From an optimization exercise on the open Yosys and OpenROAD flow, aimed at small area, a short achievable clock period and few clock cycles; shortcuts taken in it are not production practice.
Function was checked by simulation only, so behaviour that the tests miss may differ from the original.
No activity file was given, so power comes from the tool's default toggle rates.

===== design/flow/constraint.sdc =====
create_clock -name core_clock -period 10.0 [get_ports {clk}]
set_input_delay 2.0000 -clock core_clock [delete_from_list [all_inputs] [get_ports {clk}]]
set_output_delay 2.0000 -clock core_clock [all_outputs]
set_load 0.01 [all_outputs]

===== design/flow/run.sh =====
#!/bin/bash
# synth_recipe.tcl (not shown) runs the flow's synth.tcl, then flattens the netlist and writes it again
# the make line also repeats each setting of config.mk as NAME=value (left out here)
make -C /OpenROAD-flow-scripts/flow DESIGN_CONFIG=/design/flow/config.mk WORK_HOME=/design/flow/orfs CLKGATE_MAP_FILE= SYNTH_SCRIPT=/design/flow/synth_recipe.tcl finish

===== design/flow/design.v =====
module fpl (
    input  wire         clk,
    input  wire         rst,             
    input  wire         row_we,
    input  wire [6:0]   row_addr,
    input  wire [7:0]   row_wdata,
    input  wire         bitcnt_we,
    input  wire [15:0]  bitcnt_wdata,
    input  wire         cmd_we,
    input  wire [2:0]   cmd_entry,
    output reg  [1:0]   phase,           
    output reg  [2:0]   outcome,
    output reg  [3:0]   variant,
    output reg          mic_ok,
    output reg  [15:0]  bitoff,
    output reg  [4:0]   flen,
    output reg  [135:0] frame,           
    output reg  [19:0]  present,
    output reg  [23:0]  f_id,
    output reg  [15:0]  f_batt,
    output reg  [11:0]  f_batt_mv,
    output reg  [15:0]  f_temp,
    output reg  [7:0]   f_hum,
    output reg  [15:0]  f_press,
    output reg  [8:0]   f_wdir,
    output reg  [23:0]  f_wavg,
    output reg  [23:0]  f_wmax,
    output reg  [24:0]  f_rain,
    output reg  [15:0]  f_uv,
    output reg  [3:0]   f_uvi,
    output reg  [23:0]  f_light,
    output reg  [13:0]  f_pm25,
    output reg  [13:0]  f_pm10,
    output reg  [7:0]   f_moist,
    output reg  [2:0]   f_boost,
    output reg  [8:0]   f_adraw,
    output reg  [47:0]  f_rclk
);
    localparam [1:0] PH_IDLE = 2'd0, PH_BUSY = 2'd1, PH_DONE = 2'd2;
    localparam [2:0] OC_OK = 3'd0, OC_ABORT_LENGTH = 3'd1, OC_ABORT_EARLY = 3'd2,
                     OC_FAIL_SANITY = 3'd3, OC_FAIL_INTEGRITY = 3'd4,
                     OC_CMD_ILLEGAL = 3'd5;
    localparam [3:0] V_WH2 = 4'd0, V_WH2A = 4'd1, V_WH5 = 4'd2, V_TELLDUS = 4'd3,
                     V_WH0530 = 4'd4, V_WH24 = 4'd5, V_WH65B = 4'd6, V_WH25 = 4'd7,
                     V_WH32 = 4'd8, V_WH32B = 4'd9, V_WH0290 = 4'd10, V_WH51 = 4'd11,
                     V_ALV1 = 4'd12, V_ALV2 = 4'd13, V_ALDCF = 4'd14, V_NONE = 4'd15;
    localparam [1:0] K_24 = 2'd0, K_25 = 2'd1, K_0290 = 2'd2, K_51 = 2'd3;
    localparam [2:0] S_IDLE = 3'd0, S_START = 3'd1, S_SEARCH = 3'd2,
                     S_EXTRACT = 3'd3, S_CLASS = 3'd4, S_CHECK = 3'd5,
                     S_FINISH = 3'd6;
    localparam [23:0] PREAMBLE = 24'hAA2DD4;
    reg [7:0]  row_mem [0:127];
    reg [15:0] bitcnt;
    reg [2:0]  state;
    wire       busy = (state != S_IDLE);
    always @(posedge clk) begin
        if (row_we && !busy)
            row_mem[row_addr] <= row_wdata;
    end
    always @(posedge clk) begin
        if (rst)
            bitcnt <= 16'd0;
        else if (bitcnt_we && !busy)
            bitcnt <= bitcnt_wdata;
    end
    reg [2:0]   entry;
    reg [10:0]  ptr;             
    reg [23:0]  win;             
    reg [7:0]   cnt;             
    reg [10:0]  off;             
    reg [4:0]   len;             
    reg [3:0]   var_r;           
    reg [1:0]   kind;            
    reg         fsk;             
    reg [135:0] fr;              
    reg [4:0]   k;               
    reg [7:0]   crc, sum, xr;
    reg         crc_ok, sum_ok, xsw_ok;
    wire [10:0] bc = bitcnt[10:0];    
    wire [7:0]  rd_byte = row_mem[ptr[9:3]];
    wire        rd_bit  = rd_byte[3'd7 - ptr[2:0]];
    wire [7:0]  row0 = row_mem[0];
    wire [7:0]  row1 = row_mem[1];
    wire        hdr_ff  = (row0 == 8'hFF);
    wire        hdr_fe  = (row0 == 8'hFE);
    wire        hdr_ff9 = (row0 == 8'hFF) && row1[7];
    wire        ones7   = (row0[7:1] == 7'h7F);
    wire        type3   = ({row0[0], row1[7:5]} == 4'h3);
    wire        type52  = ({row0[0], row1[7:1]} == 8'h52);
    wire [7:0] f0  = fr[135:128];
    wire [7:0] f1  = fr[127:120];
    wire [7:0] f2  = fr[119:112];
    wire [7:0] f3  = fr[111:104];
    wire [7:0] f4  = fr[103:96];
    wire [7:0] f5  = fr[95:88];
    wire [7:0] f6  = fr[87:80];
    wire [7:0] f7  = fr[79:72];
    wire [7:0] f8  = fr[71:64];
    wire [7:0] f9  = fr[63:56];
    wire [7:0] f10 = fr[55:48];
    wire [7:0] f11 = fr[47:40];
    wire [7:0] f12 = fr[39:32];
    wire [7:0] f13 = fr[31:24];
    wire [7:0] f14 = fr[23:16];
    wire [7:0] fk  = fr[135 - {k, 3'b000} -: 8];
    function [7:0] crc8_byte;
        input [7:0] c;
        input [7:0] d;
        integer i;
        reg [7:0] r;
        begin
            r = c ^ d;
            for (i = 0; i < 8; i = i + 1)
                r = r[7] ? ((r << 1) ^ 8'h31) : (r << 1);
            crc8_byte = r;
        end
    endfunction
    reg [4:0] crc_pos, sum_pos;
    reg       has_xsw;
    always @* begin
        crc_pos = 5'd0;
        sum_pos = 5'd0;
        has_xsw = 1'b0;
        case (var_r)
            V_WH2, V_WH2A, V_WH5, V_TELLDUS: crc_pos = 5'd4;
            V_ALV1:                          crc_pos = 5'd6;
            V_WH0530, V_WH0290:              begin crc_pos = 5'd6;  sum_pos = 5'd7;  end
            V_ALV2, V_ALDCF, V_WH51:         begin crc_pos = 5'd9;  sum_pos = 5'd10; end
            V_WH24, V_WH65B:                 begin crc_pos = 5'd15; sum_pos = 5'd16; end
            V_WH25:                          begin sum_pos = 5'd6;  has_xsw = 1'b1; end
            V_WH32, V_WH32B:                 sum_pos = 5'd6;
            default: ;
        endcase
    end
    reg [19:0]  d_present;
    reg [23:0]  d_id;
    reg [15:0]  d_batt;
    reg [11:0]  d_batt_mv;
    reg [15:0]  d_temp;
    reg [7:0]   d_hum;
    reg [15:0]  d_press;
    reg [8:0]   d_wdir;
    reg [23:0]  d_wavg;
    reg [23:0]  d_wmax;
    reg [24:0]  d_rain;
    reg [15:0]  d_uv;
    reg [3:0]   d_uvi;
    reg [23:0]  d_light;
    reg [13:0]  d_pm25;
    reg [13:0]  d_pm10;
    reg [7:0]   d_moist;
    reg [2:0]   d_boost;
    reg [8:0]   d_adraw;
    reg [47:0]  d_rclk;
    reg [11:0]  temp12;
    reg [10:0]  temp11;
    reg [9:0]   temp10;
    reg [8:0]   wdir9, wspd9;
    reg [15:0]  rain16, uv16, press16;
    reg [23:0]  light24;
    reg [13:0]  wind_k;
    reg [8:0]   rain_k;
    reg [11:0]  mv;
    function [3:0] uvi_of;
        input [15:0] raw;
        begin
            uvi_of = 4'd0;
            if (raw > 16'd432) uvi_of = uvi_of + 4'd1;
            if (raw > 16'd851) uvi_of = uvi_of + 4'd1;
            if (raw > 16'd1210) uvi_of = uvi_of + 4'd1;
            if (raw > 16'd1570) uvi_of = uvi_of + 4'd1;
            if (raw > 16'd2017) uvi_of = uvi_of + 4'd1;
            if (raw > 16'd2450) uvi_of = uvi_of + 4'd1;
            if (raw > 16'd2761) uvi_of = uvi_of + 4'd1;
            if (raw > 16'd3100) uvi_of = uvi_of + 4'd1;
            if (raw > 16'd3512) uvi_of = uvi_of + 4'd1;
            if (raw > 16'd3918) uvi_of = uvi_of + 4'd1;
            if (raw > 16'd4277) uvi_of = uvi_of + 4'd1;
            if (raw > 16'd4650) uvi_of = uvi_of + 4'd1;
            if (raw > 16'd5029) uvi_of = uvi_of + 4'd1;
        end
    endfunction
    always @* begin
        d_present = 20'd0;
        d_id = 24'd0;   d_batt = 16'd0;  d_batt_mv = 12'd0; d_temp = 16'd0;
        d_hum = 8'd0;   d_press = 16'd0; d_wdir = 9'd0;     d_wavg = 24'd0;
        d_wmax = 24'd0; d_rain = 25'd0;  d_uv = 16'd0;      d_uvi = 4'd0;
        d_light = 24'd0; d_pm25 = 14'd0; d_pm10 = 14'd0;    d_moist = 8'd0;
        d_boost = 3'd0; d_adraw = 9'd0;  d_rclk = 48'd0;
        rain16  = 16'd0; uv16 = 16'd0; press16 = 16'd0; light24 = 24'd0;
        wdir9   = 9'd0;  wspd9 = 9'd0;  wind_k = 14'd0;  rain_k = 9'd0;
        temp12  = {f1[3:0], f2};
        temp11  = {f1[2:0], f2};
        temp10  = {f1[1:0], f2};
        mv      = {7'd0, f4[4:0]} * 12'd100;
        case (var_r)
            V_WH2, V_WH2A, V_TELLDUS, V_WH5: begin
                d_id = {16'd0, f0[3:0], f1[7:4]};
                if (var_r == V_WH5)
                    d_temp = {4'd0, temp12} - 16'd400;
                else if (temp12[11])
                    d_temp = 16'd0 - {5'd0, temp12[10:0]};
                else
                    d_temp = {5'd0, temp12[10:0]};
                d_present[0] = 1'b1;
                d_present[3] = 1'b1;
                if (f3 != 8'hFF) begin d_hum = f3; d_present[4] = 1'b1; end
            end
            V_WH0530, V_ALV1, V_ALV2: begin
                rain16 = {f4, f3};
                d_id   = {16'd0, f0[3:0], f1[7:4]};
                d_batt = {15'd0, ~f1[3]};
                d_temp = {5'd0, temp11} - 16'd400;
                d_rain = rain16 * 25'd300;
                d_present[0] = 1'b1; d_present[1] = 1'b1;
                d_present[3] = 1'b1; d_present[9] = 1'b1;
            end
            V_ALDCF: begin
                d_id   = {16'd0, f1};
                d_batt = {15'd0, ~f2[7]};
                d_rclk = fr[111:64];             
                d_present[0] = 1'b1; d_present[1] = 1'b1; d_present[18] = 1'b1;
            end
            V_WH24, V_WH65B: begin
                wind_k  = (var_r == V_WH24) ? 14'd14000 : 14'd6375;
                rain_k  = (var_r == V_WH24) ? 9'd300 : 9'd254;
                wdir9   = {f3[7], f2};
                wspd9   = {f3[4], f6};
                rain16  = {f9, f8};
                uv16    = {f10, f11};
                light24 = {f12, f13, f14};
                d_id    = {16'd0, f1};
                d_batt  = {15'd0, ~f3[3]};
                d_present[0] = 1'b1; d_present[1] = 1'b1;
                if ({f3[2:0], f4} != 11'h7FF) begin
                    d_temp = {5'd0, f3[2:0], f4} - 16'd400; d_present[3] = 1'b1;
                end
                if (f5 != 8'hFF) begin d_hum = f5; d_present[4] = 1'b1; end
                if (wdir9 != 9'h1FF) begin d_wdir = wdir9; d_present[6] = 1'b1; end
                if (wspd9 != 9'h1FF) begin d_wavg = wspd9 * wind_k; d_present[7] = 1'b1; end
                if (f7 != 8'hFF) begin d_wmax = f7 * wind_k; d_present[8] = 1'b1; end
                d_rain = rain16 * rain_k; d_present[9] = 1'b1;
                if (uv16 != 16'hFFFF) begin
                    d_uv = uv16; d_uvi = uvi_of(uv16);
                    d_present[10] = 1'b1; d_present[11] = 1'b1;
                end
                if (light24 != 24'hFFFFFF) begin d_light = light24; d_present[12] = 1'b1; end
            end
            V_WH25, V_WH32B, V_WH32: begin
                press16 = {f4, f5};
                d_id   = {16'd0, f0[3:0], f1[7:4]};
                d_batt = {15'd0, ~f1[3]};
                d_temp = {6'd0, temp10} - 16'd400;
                d_present[0] = 1'b1; d_present[1] = 1'b1; d_present[3] = 1'b1;
                if (f3 != 8'hFF) begin d_hum = f3; d_present[4] = 1'b1; end
                if (var_r != V_WH32 && press16 != 16'hFFFF) begin
                    d_press = press16; d_present[5] = 1'b1;
                end
            end
            V_WH0290: begin
                d_id   = {16'd0, f1};
                d_batt = {14'd0, f4[7:6]};
                d_pm25 = {f2[5:0], f3};
                d_pm10 = {f4[5:0], f5};
                d_present[0] = 1'b1; d_present[1] = 1'b1;
                d_present[13] = 1'b1; d_present[14] = 1'b1;
            end
            V_WH51: begin
                d_id      = {f1, f2, f3};
                d_batt_mv = mv;
                d_batt    = {4'd0, mv} - 16'd700;
                d_boost   = f4[7:5];
                d_moist   = f6;
                d_adraw   = {f7[0], f8};
                d_present[0]  = 1'b1; d_present[1]  = 1'b1; d_present[2]  = 1'b1;
                d_present[15] = 1'b1; d_present[16] = 1'b1; d_present[17] = 1'b1;
            end
            default: ;
        endcase
        d_present[19] = 1'b1;
    end
    task end_fail;
        input [2:0] oc;
        begin
            phase     <= PH_DONE;
            outcome   <= oc;
            variant   <= V_NONE;
            mic_ok    <= 1'b0;
            bitoff    <= 16'd0;
            flen      <= 5'd0;
            frame     <= 136'd0;
            present   <= 20'd0;
            f_id <= 24'd0;  f_batt <= 16'd0; f_batt_mv <= 12'd0; f_temp <= 16'd0;
            f_hum <= 8'd0;  f_press <= 16'd0; f_wdir <= 9'd0;    f_wavg <= 24'd0;
            f_wmax <= 24'd0; f_rain <= 25'd0; f_uv <= 16'd0;     f_uvi <= 4'd0;
            f_light <= 24'd0; f_pm25 <= 14'd0; f_pm10 <= 14'd0;  f_moist <= 8'd0;
            f_boost <= 3'd0; f_adraw <= 9'd0; f_rclk <= 48'd0;
            state     <= S_IDLE;
        end
    endtask
    integer j;
    wire [10:0] off_n = ptr + 11'd1;                  
    wire [10:0] need  = {3'd0, len, 3'b000};          
    always @(posedge clk) begin
        if (rst) begin
            state     <= S_IDLE;
            phase     <= PH_IDLE;
            outcome   <= 3'd0;
            variant   <= V_NONE;
            mic_ok    <= 1'b0;
            bitoff    <= 16'd0;
            flen      <= 5'd0;
            frame     <= 136'd0;
            present   <= 20'd0;
            f_id <= 24'd0;  f_batt <= 16'd0; f_batt_mv <= 12'd0; f_temp <= 16'd0;
            f_hum <= 8'd0;  f_press <= 16'd0; f_wdir <= 9'd0;    f_wavg <= 24'd0;
            f_wmax <= 24'd0; f_rain <= 25'd0; f_uv <= 16'd0;     f_uvi <= 4'd0;
            f_light <= 24'd0; f_pm25 <= 14'd0; f_pm10 <= 14'd0;  f_moist <= 8'd0;
            f_boost <= 3'd0; f_adraw <= 9'd0; f_rclk <= 48'd0;
        end else begin
            case (state)
            S_IDLE: begin
                if (cmd_we) begin
                    entry <= cmd_entry;
                    phase <= PH_BUSY;
                    state <= S_START;
                end
            end
            S_START: begin
                fr    <= 136'd0;
                cnt   <= 8'd0;
                win   <= 24'd0;
                ptr   <= 11'd0;
                fsk   <= (entry >= 3'd2);
                if (entry > 3'd4 || bitcnt > 16'd1024) begin
                    end_fail(OC_CMD_ILLEGAL);
                end else begin
                    case (entry)
                    3'd0: begin  
                        if (bc == 11'd48) begin
                            if (!hdr_ff) end_fail(OC_ABORT_EARLY);
                            else begin var_r <= V_WH2; off <= 11'd8; ptr <= 11'd8; len <= 5'd5; state <= S_EXTRACT; end
                        end else if (bc == 11'd55) begin
                            if (!hdr_fe) end_fail(OC_ABORT_EARLY);
                            else begin var_r <= V_WH2A; off <= 11'd7; ptr <= 11'd7; len <= 5'd6; state <= S_EXTRACT; end
                        end else if (bc == 11'd47) begin
                            if (!hdr_fe) end_fail(OC_ABORT_EARLY);
                            else begin var_r <= V_WH5; off <= 11'd7; ptr <= 11'd7; len <= 5'd5; state <= S_EXTRACT; end
                        end else if (bc == 11'd49) begin
                            if (!hdr_ff9) end_fail(OC_ABORT_EARLY);
                            else begin var_r <= V_TELLDUS; off <= 11'd9; ptr <= 11'd9; len <= 5'd5; state <= S_EXTRACT; end
                        end else
                            end_fail(OC_ABORT_LENGTH);
                    end
                    3'd1: begin  
                        if (bc == 11'd63) begin
                            if (!ones7 || !type3) end_fail(OC_ABORT_EARLY);
                            else begin var_r <= V_ALV1; off <= 11'd7; ptr <= 11'd7; len <= 5'd7; state <= S_EXTRACT; end
                        end else if (bc == 11'd95) begin
                            if (!ones7) end_fail(OC_ABORT_EARLY);
                            else if (type52) begin var_r <= V_ALDCF; off <= 11'd7; ptr <= 11'd7; len <= 5'd11; state <= S_EXTRACT; end
                            else if (type3)  begin var_r <= V_ALV2;  off <= 11'd7; ptr <= 11'd7; len <= 5'd11; state <= S_EXTRACT; end
                            else end_fail(OC_ABORT_EARLY);
                        end else if (bc == 11'd71) begin
                            if (!ones7 || !type3) end_fail(OC_ABORT_EARLY);
                            else begin var_r <= V_WH0530; off <= 11'd7; ptr <= 11'd7; len <= 5'd8; state <= S_EXTRACT; end
                        end else
                            end_fail(OC_ABORT_LENGTH);
                    end
                    3'd2: begin  
                        if (bc < 11'd190 || bc > 11'd215) end_fail(OC_ABORT_LENGTH);
                        else begin kind <= K_24; len <= 5'd17; state <= S_SEARCH; end
                    end
                    3'd3: begin  
                        if (bc < 11'd160) begin
                            kind <= K_0290; len <= 5'd8; state <= S_SEARCH;
                        end else if (bc < 11'd190) begin
                            kind <= K_25; var_r <= V_WH32B; len <= 5'd8; state <= S_SEARCH;
                        end else if (bc < 11'd440) begin
                            if (bc > 11'd215) end_fail(OC_ABORT_LENGTH);
                            else begin kind <= K_24; len <= 5'd17; state <= S_SEARCH; end
                        end else if (bc <= 11'd510) begin
                            kind <= K_25; var_r <= V_WH25; len <= 5'd8; state <= S_SEARCH;
                        end else begin
                            kind <= K_25; var_r <= V_WH32B; len <= 5'd8; state <= S_SEARCH;
                        end
                    end
                    default: begin  
                        kind <= K_51; len <= 5'd11; state <= S_SEARCH;
                    end
                    endcase
                end
            end
            S_SEARCH: begin
                if (ptr >= bc) begin
                    end_fail(OC_ABORT_LENGTH);
                end else begin
                    win <= {win[22:0], rd_bit};
                    if (ptr >= 11'd23 && {win[22:0], rd_bit} == PREAMBLE) begin
                        if (bc - off_n < need)
                            end_fail(OC_ABORT_LENGTH);
                        else begin
                            off   <= off_n;
                            ptr   <= off_n;
                            state <= S_EXTRACT;
                        end
                    end else
                        ptr <= ptr + 11'd1;
                end
            end
            S_EXTRACT: begin
                fr[8'd135 - cnt] <= rd_bit;
                ptr <= ptr + 11'd1;
                cnt <= cnt + 8'd1;
                if (cnt == {len, 3'b000} - 8'd1)
                    state <= S_CLASS;
            end
            S_CLASS: begin
                k      <= 5'd0;
                crc    <= 8'd0;
                sum    <= 8'd0;
                xr     <= 8'd0;
                crc_ok <= 1'b1;
                sum_ok <= 1'b1;
                xsw_ok <= 1'b1;
                state  <= S_CHECK;
                if (fsk) begin
                    case (kind)
                    K_24: begin
                        if ((bc - off - 11'd136) < 11'd8 && off < 11'd61) var_r <= V_WH24;
                        else var_r <= V_WH65B;
                    end
                    K_25: begin
                        if (var_r == V_WH32B && f0[7:4] == 4'hD) var_r <= V_WH32;
                        else if (f0[7:4] == 4'hE) var_r <= var_r;
                        else if (f0 == 8'h41) var_r <= V_WH0290;
                        else end_fail(OC_ABORT_EARLY);
                    end
                    K_0290: var_r <= V_WH0290;
                    default: begin
                        if (f0 != 8'h51) end_fail(OC_ABORT_EARLY);
                        else var_r <= V_WH51;
                    end
                    endcase
                end
            end
            S_CHECK: begin
                if (crc_pos != 5'd0 && k == crc_pos) crc_ok <= (crc == fk);
                if (sum_pos != 5'd0 && k == sum_pos) sum_ok <= (sum == fk);
                if (has_xsw && k == 5'd6) xsw_ok <= ({xr[3:0], xr[7:4]} == f7);
                crc <= crc8_byte(crc, fk);
                sum <= sum + fk;
                xr  <= xr ^ fk;
                k   <= k + 5'd1;
                if (k == len - 5'd1)
                    state <= S_FINISH;
            end
            S_FINISH: begin
                if (!(crc_ok && sum_ok && xsw_ok))
                    end_fail(OC_FAIL_INTEGRITY);
                else if (((var_r == V_WH2 || var_r == V_WH2A || var_r == V_WH5 || var_r == V_TELLDUS) &&
                          f0[7:4] != 4'h4) ||
                         ((var_r == V_WH24 || var_r == V_WH65B) && f0 != 8'h24))
                    end_fail(OC_FAIL_SANITY);
                else begin
                    phase   <= PH_DONE;
                    outcome <= OC_OK;
                    variant <= var_r;
                    mic_ok  <= 1'b1;
                    bitoff  <= {5'd0, off};
                    flen    <= len;
                    for (j = 0; j < 17; j = j + 1)
                        frame[8*j +: 8] <= fr[135 - 8*j -: 8];
                    present   <= d_present;
                    f_id      <= d_id;
                    f_batt    <= d_batt;
                    f_batt_mv <= d_batt_mv;
                    f_temp    <= d_temp;
                    f_hum     <= d_hum;
                    f_press   <= d_press;
                    f_wdir    <= d_wdir;
                    f_wavg    <= d_wavg;
                    f_wmax    <= d_wmax;
                    f_rain    <= d_rain;
                    f_uv      <= d_uv;
                    f_uvi     <= d_uvi;
                    f_light   <= d_light;
                    f_pm25    <= d_pm25;
                    f_pm10    <= d_pm10;
                    f_moist   <= d_moist;
                    f_boost   <= d_boost;
                    f_adraw   <= d_adraw;
                    f_rclk    <= d_rclk;
                    state     <= S_IDLE;
                end
            end
            default: state <= S_IDLE;
            endcase
        end
    end
endmodule

===== design/flow/config.mk =====
export PLATFORM = sky130hd
export DESIGN_NAME = fpl
export DESIGN_NICKNAME = fpl
export VERILOG_FILES = /design/flow/design.v
export SDC_FILE = /design/flow/constraint.sdc
export NUM_CORES = 4
export LEC_CHECK = 0
export CAP_MARGIN = 20
export CORE_MARGIN = 2
export CORE_UTILIZATION = 40
export PLACE_DENSITY = 0.6
export SLEW_MARGIN = 20

==> out/metrics.yaml <==
vdd_drop_max_mv: 0.282
numCtsBuffers: 188
synth_common_cells: "1260 x edfxtp_1, 873 x nor2_1, 536 x dfxtp_1, 492 x inv_1, 427 x a22oi_1"
crit_arrival_ps: 8720
setup_viol: 0
cts_resized: 0
start_util_pct: 40.1
cts_setup_buffers: 0
ys_warn_count: 1
die_y_um: 473
finalCritPeriodShare_pct: 80.2
grt_antenna_before_repair: 8
clockBufferDepth: 3
grt_overflow: 0
synthCells: 7005
avgSynthCellArea_um2: 12.5
num_rows: 172
cp-start-kind: "flop"
r2r_cells: 30
drtIter0Drc: 6475
synth_cell_type_count: 89
synth_edf_count: 1260
synthToLayoutAreaGrowth_pct: 17.0
gp_congestion: 0.918
critPathMaxStageDelay_ps: 730
dp_hpwl_um: 192000
grt_pass1_vias: 59261
clock-sinks: 1796
rrSetupSlack_ps: 1980
skew_ps: 59.2
die_w_um: 473
synthFlopType: "edfxtp_1"
clk_latency_ps: 850
io_buffers: 539
die_area_um2: 223000
min_from: "f_temp[10]"
hold_depth: 2
timing.fmax_ghz: 0.125
slew_headroom_pct: 18.6
r2r-end: "f_uvi[2]"
cap_viol_max_count: 0
path_class: "reg -> reg"
yosysSeqAreaShare_pct: 55.3
grtUsageTotal_pct: 24.3
via_count: 60570
synth.most_common_cell: "edfxtp_1"
firstDrtPassIters: 9
synth_top_area_cell: "edfxtp_1"
outcome: "finished clean"
grt_pass1_wl_um: 404000
hold_end: "f_temp[10]"
path_max_fanout: 11
fin_nets: 8068
postRouteAntennaNets: 0
dp_cells: 10141
rsz0062_at_grt: "no"
synth_seq_cells: 1796
async_flop_share_pct: 0
min_period_ps: 8020
rr_startpoint: "fr[54]"
critPathSlowestCell: "or4_1"
root_buffer: "clkbuf_16"
grt_max_degree: 133
n_fill_cell: 19383
hold_path_class: "reg -> reg"
core-area_um2: 219000
drv_slew: 0
required_ps: 10700
crit_start: "fr[54]"
synthesis.area_um2: 87900
synth.area.top_cells: "edfxtp_1 43%, dfxtp_1 12%, mux4_2 9.2%"
cts_tree: "done"
leakagePower_nw: 36.2
critPathMostFrequentCell: "ha_1"
post_drt_wl_per_cell_um: 26.5
holdWs_ps: 450
post-route-drc-count: 0
fin_cells: 10498
htree_levels: 4
worstMarginPinSlew_ps: 1220
path_clk_slew_ps: 60
cts_hold_buf: 0
power_per_cell_area_nw_per_um2: 248
vias_per_cell: 5.77
finalHoldViolCount: 0
ios: 540
routed_wirelength_um: 278000
critPathCaptureType: "flop"
drive_gt1_share_pct: 11.1
synth_top_area_share_pct: 43.1
setup_tns_ps: 0
logic make-up after synthesis:
family	share of synthesized area (%)
XOR/XNOR	2.23
AND/OR/NAND/NOR	8.79
buffers and inverters	3.99
adder cells (fa/ha/maj)	9.94
flip-flops	55.3
multiplexers	9.73
AO/OA/AOI/OAI	10.0
other	0.00855
area by class of cell:
type	count	area, um^2	area share (%)
flip-flops and latches	1796	48600	47.3
diodes	8	20.0	0.0195
clock inverters	87	1050	1.02
repair buffers	676	6510	6.33
clock buffers	262	5280	5.14
well taps	2871	3590	3.49
multi-input cells	4304	35900	34.9
inverters	494	1850	1.80
placed cells by master (no fill, tap or decap), types with 19 or more instances in the layout:
| cell type | synthesis | layout |
|---|---|---|
| edfxtp_1 | 1260 | 1260 |
| nor2_1 | 873 | 868 |
| dfxtp_1 | 536 | 531 |
| clkdlybuf4s50_1 | 0 | 530 |
| inv_1 | 492 | 492 |
| a22oi_1 | 427 | 427 |
| nand2_1 | 388 | 387 |
| mux4_2 | 357 | 357 |
| ha_1 | 354 | 353 |
| a21oi_1 | 312 | 310 |
| o21ai_0 | 247 | 245 |
| fa_1 | 215 | 215 |
| clkbuf_16 | 0 | 192 |
| xnor2_1 | 138 | 137 |
| buf_4 | 0 | 137 |
| nand3_1 | 108 | 106 |
| xor2_1 | 76 | 76 |
| nor3_1 | 74 | 70 |
| o22ai_1 | 64 | 64 |
| and2_1 | 56 | 56 |
| clkbuf_1 | 315 | 46 |
| a21o_1 | 45 | 45 |
| and3_1 | 43 | 43 |
| mux2i_1 | 41 | 41 |
| nand4_1 | 41 | 41 |
| nor2b_1 | 38 | 38 |
| nand2b_1 | 33 | 33 |
| a31oi_1 | 29 | 29 |
| a211oi_1 | 25 | 24 |
| a32oi_1 | 22 | 22 |
| clkinv_1 | 1 | 22 |
| clkbuf_8 | 0 | 21 |
| o21a_1 | 19 | 19 |
| o21bai_1 | 19 | 19 |
| clkinv_2 | 0 | 19 |
per-stage QoR:
stage / area, um^2 / util, % / power (mW) / worst slack (ps)
2_1_floorplan: 87900 / - / 15.5 / 782
3_3_place_gp: 96400 / 44.0 / 18.3 / 2050
3_5_place_dp: 96400 / 44.0 / 18.4 / 2080
4_1_cts: 103000 / 46.9 / 25.6 / 2060
5_1_grt: 103000 / 46.9 / 26.8 / 1500
6_report: 103000 / 46.9 / 25.5 / 1980
routing by layer:
| layer | part of all wire (%) | vias to the layer above | global-route usage [%] |
|---|---|---|---|
| met3 | 7.6 | 669 | 4.92 |
| li1 | - | 26727 | - |
| met5 | 0.026 | - | 0 |
| met1 | 38 | 30564 | 30.2 |
| met2 | 48 | 2600 | 40.1 |
| met4 | 6.2 | 10 | 13.1 |
sequential cells by signal, summed over array words and instances (netlist names), 24 cells and up, named ones only:
| name | count |
|---|---|
| f_id | 24 |
| f_light | 24 |
| f_rain | 25 |
| f_rclk | 48 |
| f_wavg | 24 |
| f_wmax | 24 |
| fr | 136 |
| frame | 136 |
| row_mem | 1024 |
power by group:
| group | switching, mW | internal, mW | total (mW) |
|---|---|---|---|
| clock network | 3.07 | 4.06 | 7.13 |
| logic | 5.90 | 3.82 | 9.71 |
| registers | 0.400 | 8.21 | 8.61 |
| total | 9.37 | 16.1 | 25.5 |
worst max path at each step:
stage,depth (start not counted),to,slack (ps)
floorplan,4,cnt[0],780
global placement,31,f_uvi[2],2050
global route,29,f_uvi[2],1500
CTS,30,f_uvi[2],2060
finish,30,f_uvi[2],1980
detailed placement,30,f_uvi[2],2080
critical path: cells and delay by family (launching register included):
kind,cells,cell delay [ps]
flip-flops,1,530
multiplexers,1,260
AO/OA/AOI/OAI,9,2060
buffers and inverters,1,60
AND/OR/NAND/NOR,7,1660
adder cells (fa/ha/maj),7,2340
XOR/XNOR,5,970
Testbench counts, summed over its fixed seeds: cycles 136,583.

afterwards: timing with drivers on the ports:
The results above use ideal ports. As a check the final layout listed here was re-extracted and re-timed, cells and wires unchanged.
Step 1, drivers: a clkbuf_16 drives clk and a buf_2 each remaining input, both assumed.
Step 2 moves the port delays by t, midway between the first and last clock arrival at a register: inputs arrive t later, outputs are due t later. That takes back most of the time a late clock gives input paths.
a / b / c = ideal ports / drivers / drivers and shift; a / b = the first two.
shift t [ns]: 0.907
slack for setup (ns): 1.981 / 1.981 / 1.981
clock arrival spread, ns: 0.060 / 0.060
slew at the worst register clock pin (ns): 0.07 / 0.07
pins driven straight from the clock port: 1
After both steps this run still meets setup and hold. The setup slack of this run moves by 0.000 ns with the drivers and by 0.000 ns with both steps.
